This is an optimization exercise on Yosys and OpenROAD, whose aim is small area, not a production implementation. Only simulation tests tie the RTL to the original design; equivalence was not proved. Power figures rest on the tool's default switching activity, not on a simulated workload.

// mcp3421_codec
module mcp3421_codec (
    input  wire        clk,
    input  wire        rst,         
    input  wire        multi_ch,    
    input  wire        cmd_valid,
    input  wire [39:0] cmd,
    output reg         rsp_valid,
    output wire [3:0]  rsp_status,
    output wire        rsp_is_bool,
    output wire [31:0] rsp_res,
    output wire [23:0] rsp_einfo
);
    wire [4:0] op = cmd[39:35];
    wire [7:0] b0 = cmd[31:24];
    wire [7:0] b1 = cmd[23:16];
    wire [7:0] b2 = cmd[15:8];
    wire [7:0] b3 = cmd[7:0];
    reg       faulted;      
    reg       configured;   
    reg       ssm;
    reg [1:0] ch;           
    reg [1:0] gain;
    reg [1:0] rate;
    reg [7:0] cfg_raw;      
    wire [1:0] chan = multi_ch ? ch : 2'b00;
    wire       drdy = ~cfg_raw[7];
    reg        ok_q;        
    reg        bool_q;
    reg [23:0] dn_q;        
    reg        r24_q;
    wire [23:0] res_d = ~dn_q & {24{ok_q}};
    wire [20:0] ein_d = {~dn_q[20:16], ~dn_q[7:0], ~dn_q[15:8]} & {21{~ok_q}};
    assign rsp_status  = {1'b0, ~dn_q[23:21] & {3{~ok_q}}};
    assign rsp_is_bool = bool_q;
    assign rsp_res     = {{7{res_d[23]}}, r24_q, res_d};
    assign rsp_einfo   = {3'b000, ein_d};
    wire z0  = ~|b0;
    wire z1  = ~|b1;
    wire z2  = ~|b2;
    wire z3  = ~|b3;
    wire z3h = ~|b3[7:1];
    wire b3_gt1 = ~z3h;
    wire b3_gt3 = |b3[7:2];
    wire rsv_ok = (cmd[34:32] == 3'b000);
    wire is_bm   = (op == 5'h01);
    wire is_lk   = (op == 5'h02);
    wire is_get  = (op == 5'h03);
    wire is_set  = (op == 5'h04);
    wire is_dec  = (op == 5'h05);
    wire is_enc  = (op == 5'h06);
    wire is_mode = (op == 5'h07);
    wire is_chan = (op == 5'h08);
    wire is_gain = (op == 5'h09);
    wire is_rate = (op == 5'h0A);
    wire is_prop = (op == 5'h0B);
    wire is_drdy = (op == 5'h0C);
    wire is_res  = (op == 5'h0D);
    wire is_rrate= (op == 5'h0E);
    wire is_rgain= (op == 5'h0F);
    wire is_conv = (op == 5'h10);
    wire is_smp  = (op == 5'h11);
    wire is_frm  = (op == 5'h12);
    wire v_fmt   = is_lk | is_dec | is_mode | is_chan | is_gain | is_rate | is_prop |
  ...
Settings: LEC_CHECK=0, CAP_MARGIN=20, CORE_MARGIN=2, CORE_UTILIZATION=40, GPL_TIMING_DRIVEN=0, SLEW_MARGIN=20; clock period 6.0 ns.
standard.sh (not shown) runs the stock make flow with config.mk's settings and CLKGATE_MAP_FILE= SYNTH_SCRIPT=/design/flow/synth_recipe.tcl, a recipe that flattens the netlist after the stock synthesis.
==> flow/flow/run.sh <==
#!/bin/bash
# Own layout flow: the standard layout (standard.sh) with
#  - synthesis: the standard script with area-oriented ABC runs, the smallest of several
#    seeds kept (own_synth.tcl), and no pass-through buffers (the port buffers below take
#    their place),
#  - port buffers: sky130_fd_sc_hd__buf_1 on every input and output port,
#  - CTS: without dummy loads.
# Each step's full output goes to its own log file in the work folder.
set -euo pipefail
W=$(pwd)
export OWN_WORK=$W
export OWN_ABC_SEEDS="0 1 2 3 4 5 6 7 8 9"
export OWN_ABC_TIME=15
bash standard.sh SYNTH_SCRIPT=$W/flow/own_synth.tcl SYNTH_INSBUF=0 synth > $W/log_synth.txt 2>&1
bash standard.sh SYNTH_INSBUF=0 BUFFER_PORTS_ARGS="-buffer_cell sky130_fd_sc_hd__buf_1" \
  CTS_ARGS="-sink_clustering_enable -repair_clock_nets -dont_use_dummy_load" \
  finish > $W/log_layout.txt 2>&1
==> flow/flow/own_synth.tcl <==
# The standard synthesis (synth_recipe.tcl) with two changes to the combinational logic only:
#  - ABC runs an area-oriented script (deepsyn, then a choice-based mapping) several times
#    with different seeds, and the mapping with the smallest cell area is kept;
#  - half and full adders are left to ABC instead of being mapped to ha/fa cells.
# Registers are mapped before ABC runs, so they are the standard synthesis's.
proc abc {args} {
  global lib_args
  set i [lsearch -exact $args -script]
  if {$i >= 0} { set args [lreplace $args $i [expr {$i + 1}]] }
  set j [lsearch -exact $args -D]
  if {$j >= 0} { set args [lreplace $args $j [expr {$j + 1}]] }
  yosys design -save own_pre_abc
  set best -1
  set best_seed -1
  foreach seed $::env(OWN_ABC_SEEDS) {
    yosys design -load own_pre_abc
    set f $::env(OWN_WORK)/own_abc_$seed.script
    set fh [open $f w]
    puts $fh "strash\n&get -n\n&deepsyn -T $::env(OWN_ABC_TIME) -S $seed\n&put\ndch -f\nmap"
    close $fh
    yosys abc -script $f {*}$args
    set st [tee -q -s result.string stat {*}$lib_args]
    regexp {Chip area for module[^:]*:\s*([0-9.]+)} $st -> area
    puts "own_synth: abc seed $seed area $area"
    if {$best < 0 || $area < $best} {
      set best $area
      set best_seed $seed
      yosys design -save own_best_abc
    }
  }
  puts "own_synth: keeping abc seed $best_seed (area $best)"
  yosys design -load own_best_abc
}
proc extract_fa {args} {}
source $::env(OWN_WORK)/synth_recipe.tcl
The first run went through all stages and came out clean.
Change:
--- a/flow/flow/run.sh
+++ b/flow/flow/run.sh
@@ -11,4 +11,5 @@
 export OWN_WORK=$W
-export OWN_ABC_SEEDS="0 1 2 3 4 5 6 7 8 9"
+export OWN_ABC_SEEDS="0 1 2 3 4 5"
 export OWN_ABC_TIME=15
+export OWN_ABC_MAX_DELAY_PS=100000
 bash standard.sh SYNTH_SCRIPT=$W/flow/own_synth.tcl SYNTH_INSBUF=0 synth > $W/log_synth.txt 2>&1
==> flow/flow/own_synth.tcl (replaced) <==
# The standard synthesis (synth_recipe.tcl) with two changes to the combinational logic only:
#  - ABC runs an area-oriented script (deepsyn, then area mapping with amap) with several
#    seeds, and the smallest mapping whose ABC delay estimate is within OWN_ABC_MAX_DELAY_PS
#    is kept (if none is, the same with ABC's delay-oriented map);
#  - half and full adders are left to ABC instead of being mapped to ha/fa cells.
# Registers are mapped before ABC runs, so they are the standard synthesis's.
proc abc {args} {
  global lib_args
  set i [lsearch -exact $args -script]
  if {$i >= 0} { set args [lreplace $args $i [expr {$i + 1}]] }
  set j [lsearch -exact $args -D]
  if {$j >= 0} { set args [lreplace $args $j [expr {$j + 1}]] }
  yosys design -save own_pre_abc
  set best -1
  set best_tag ""
  foreach mapper {amap map} {
    foreach seed $::env(OWN_ABC_SEEDS) {
      yosys design -load own_pre_abc
      set f $::env(OWN_WORK)/own_abc_${mapper}_$seed.script
      set fh [open $f w]
      puts $fh "strash\n&get -n\n&deepsyn -T $::env(OWN_ABC_TIME) -S $seed\n&put\ndch -f\n$mapper\nstime -p"
      close $fh
      set out [tee -q -s result.string abc -script $f {*}$args]
      set delay 1e9
      regexp {Delay\s*=\s*([0-9.]+)\s*ps} $out -> delay
      set st [tee -q -s result.string stat {*}$lib_args]
      regexp {Chip area for module[^:]*:\s*([0-9.]+)} $st -> area
      set fits [expr {$delay <= $::env(OWN_ABC_MAX_DELAY_PS)}]
      puts "own_synth: abc $mapper seed $seed area $area delay $delay ps fits $fits"
      if {$fits && ($best < 0 || $area < $best)} {
        set best $area
        set best_tag "$mapper seed $seed"
        yosys design -save own_best_abc
      }
    }
    if {$best >= 0} { break }
  }
  if {$best < 0} { error "own_synth: no ABC mapping met the delay bound" }
  puts "own_synth: keeping abc $best_tag (area $best)"
  yosys design -load own_best_abc
}
proc extract_fa {args} {}
source $::env(OWN_WORK)/synth_recipe.tcl
=>
- count of clock-buffer cells in the layout does not change
- global-route usage is lower by 2.1 points
- synthesized area is lower by 6.0%
- final cell count is lower by 7.8%
- design area is lower by 5.0%
- combinational power is lower by about 10%
- setup slack is worse by 0.68 ns
- via count is lower by 7.6%
Change:
==> flow/flow/run.sh (replaced) <==
#!/bin/bash
# Own layout flow: the standard layout (standard.sh) with
#  - synthesis: the standard script with area-oriented ABC runs, the smallest of several
#    seeds kept (own_synth.tcl), and no pass-through buffers (the port buffers below take
#    their place),
#  - port buffers: sky130_fd_sc_hd__buf_1 on every input and output port,
#  - CTS: without dummy loads.
# The first layout maps the logic with ABC's area mapper (amap). If its final setup slack,
# as ORFS reports it, is under MIN_WS_NS, the layout is made again with ABC's
# delay-oriented mapper (map); the first attempt's folders are kept as try1_*.
# Each step's full output goes to its own log file in the work folder.
set -euo pipefail
W=$(pwd)
export OWN_WORK=$W
export OWN_ABC_SEEDS="0 1 2 3 4 5 6 7"
export OWN_ABC_TIME=15
MIN_WS_NS=0.2

layout() {
  bash standard.sh SYNTH_SCRIPT=$W/flow/own_synth.tcl SYNTH_INSBUF=0 synth > $W/log_synth$1.txt 2>&1
  bash standard.sh SYNTH_INSBUF=0 BUFFER_PORTS_ARGS="-buffer_cell sky130_fd_sc_hd__buf_1" \
    CTS_ARGS="-sink_clustering_enable -repair_clock_nets -dont_use_dummy_load" \
    finish > $W/log_layout$1.txt 2>&1
}

ws() {
  python3 -c "import json,glob; print(json.load(open(glob.glob('$W/orfs/logs/*/mcp3421_codec/base/6_report.json')[0]))['finish__timing__setup__ws'])"
}

export OWN_ABC_MAPPERS="amap map"
export OWN_ABC_MAX_DELAY_PS=3800
if layout _try1 && python3 -c "import sys; sys.exit(0 if float('$(ws)') >= $MIN_WS_NS else 1)"; then
  echo "amap layout kept: setup ws $(ws) ns" > $W/log_choice.txt
  exit 0
fi
echo "amap layout not kept (setup ws $(ws 2>/dev/null || echo none) ns); map layout made" > $W/log_choice.txt
mv $W/orfs $W/try1_orfs
rm -f $W/out/final.def
export OWN_ABC_MAPPERS="map"
export OWN_ABC_MAX_DELAY_PS=100000
layout _try2
--- a/flow/flow/own_synth.tcl
+++ b/flow/flow/own_synth.tcl
@@ -1,5 +1,6 @@
 # The standard synthesis (synth_recipe.tcl) with two changes to the combinational logic only:
-#  - ABC runs an area-oriented script (deepsyn, then area mapping with amap) with several
-#    seeds, and the smallest mapping whose ABC delay estimate is within OWN_ABC_MAX_DELAY_PS
-#    is kept (if none is, the same with ABC's delay-oriented map);
+#  - ABC runs an area-oriented script (deepsyn, then the mapper OWN_ABC_MAPPERS names:
+#    amap for area, map for delay) with several seeds, and the smallest mapping whose ABC
+#    delay estimate is within OWN_ABC_MAX_DELAY_PS is kept (if none is, the same with the
+#    next mapper in the list);
 #  - half and full adders are left to ABC instead of being mapped to ha/fa cells.
@@ -15,3 +16,3 @@
   set best_tag ""
-  foreach mapper {amap map} {
+  foreach mapper $::env(OWN_ABC_MAPPERS) {
     foreach seed $::env(OWN_ABC_SEEDS) {
=> The new run ran to the end with no violations. Sequential share of layout area goes down by 0.16 points. Final cell count goes up by 1.5%. Synthesized area goes up by 1.0%. Flip-flop and latch count is unchanged. Critical path depth goes down by 2. Count of clock-buffer cells in the layout stays the same. Die area goes up by 0.97%. Clock skew goes down by 0.012 ns. Setup slack improves by 0.13 ns. Cell area goes up by 0.57%. Global-route usage goes up by 0.91 points.
Change:
--- a/flow/flow/run.sh
+++ b/flow/flow/run.sh
@@ -16,3 +16,3 @@
 export OWN_ABC_TIME=15
-MIN_WS_NS=0.2
+MIN_WS_NS=0.35
 
- The changed run completed with no timing, DRC or antenna violations
- synthesized cell count climbs by 9.7%
- cell area climbs by 4.7%
- setup slack improved by 0.55 ns

## afterwards: timing with drivers on the ports
How much do the figures lean on ideal ports? The routed layouts below were timed once more, with nothing changed but the port constraints.
Step 1 sets driving cells, clkbuf_16 on the clock port and buf_2 on the other inputs (assumed; they add their load-dependent delay and slew).
Step 2 also shifts input and output timing later by t, the mid clock arrival at the registers, as if the neighbouring blocks saw the same clock.
a / b / c = ideal ports / drivers / drivers and shift; a / b = the first two.
run	t, ns	slack for setup (ns)	hold WS [ns]	slew at the worst register clock pin (ns)
the first run	0.324	0.901 / 0.909 / 0.585	0.494 / 0.494 / 0.494	0.08 / 0.08
the second run	0.333	0.218 / 0.233 / -0.100	0.463 / 0.463 / 0.463	0.10 / 0.10
the third run	0.328	0.349 / 0.362 / 0.034	0.405 / 0.405 / 0.405	0.09 / 0.09
the fourth run	0.324	0.901 / 0.909 / 0.585	0.494 / 0.494 / 0.494	0.08 / 0.08
Met with ideal ports but missed after step 2: setup timing in the second run. The setup slack of the second run, which loses most, moves by +0.015 ns with the drivers and by -0.318 ns with both steps.
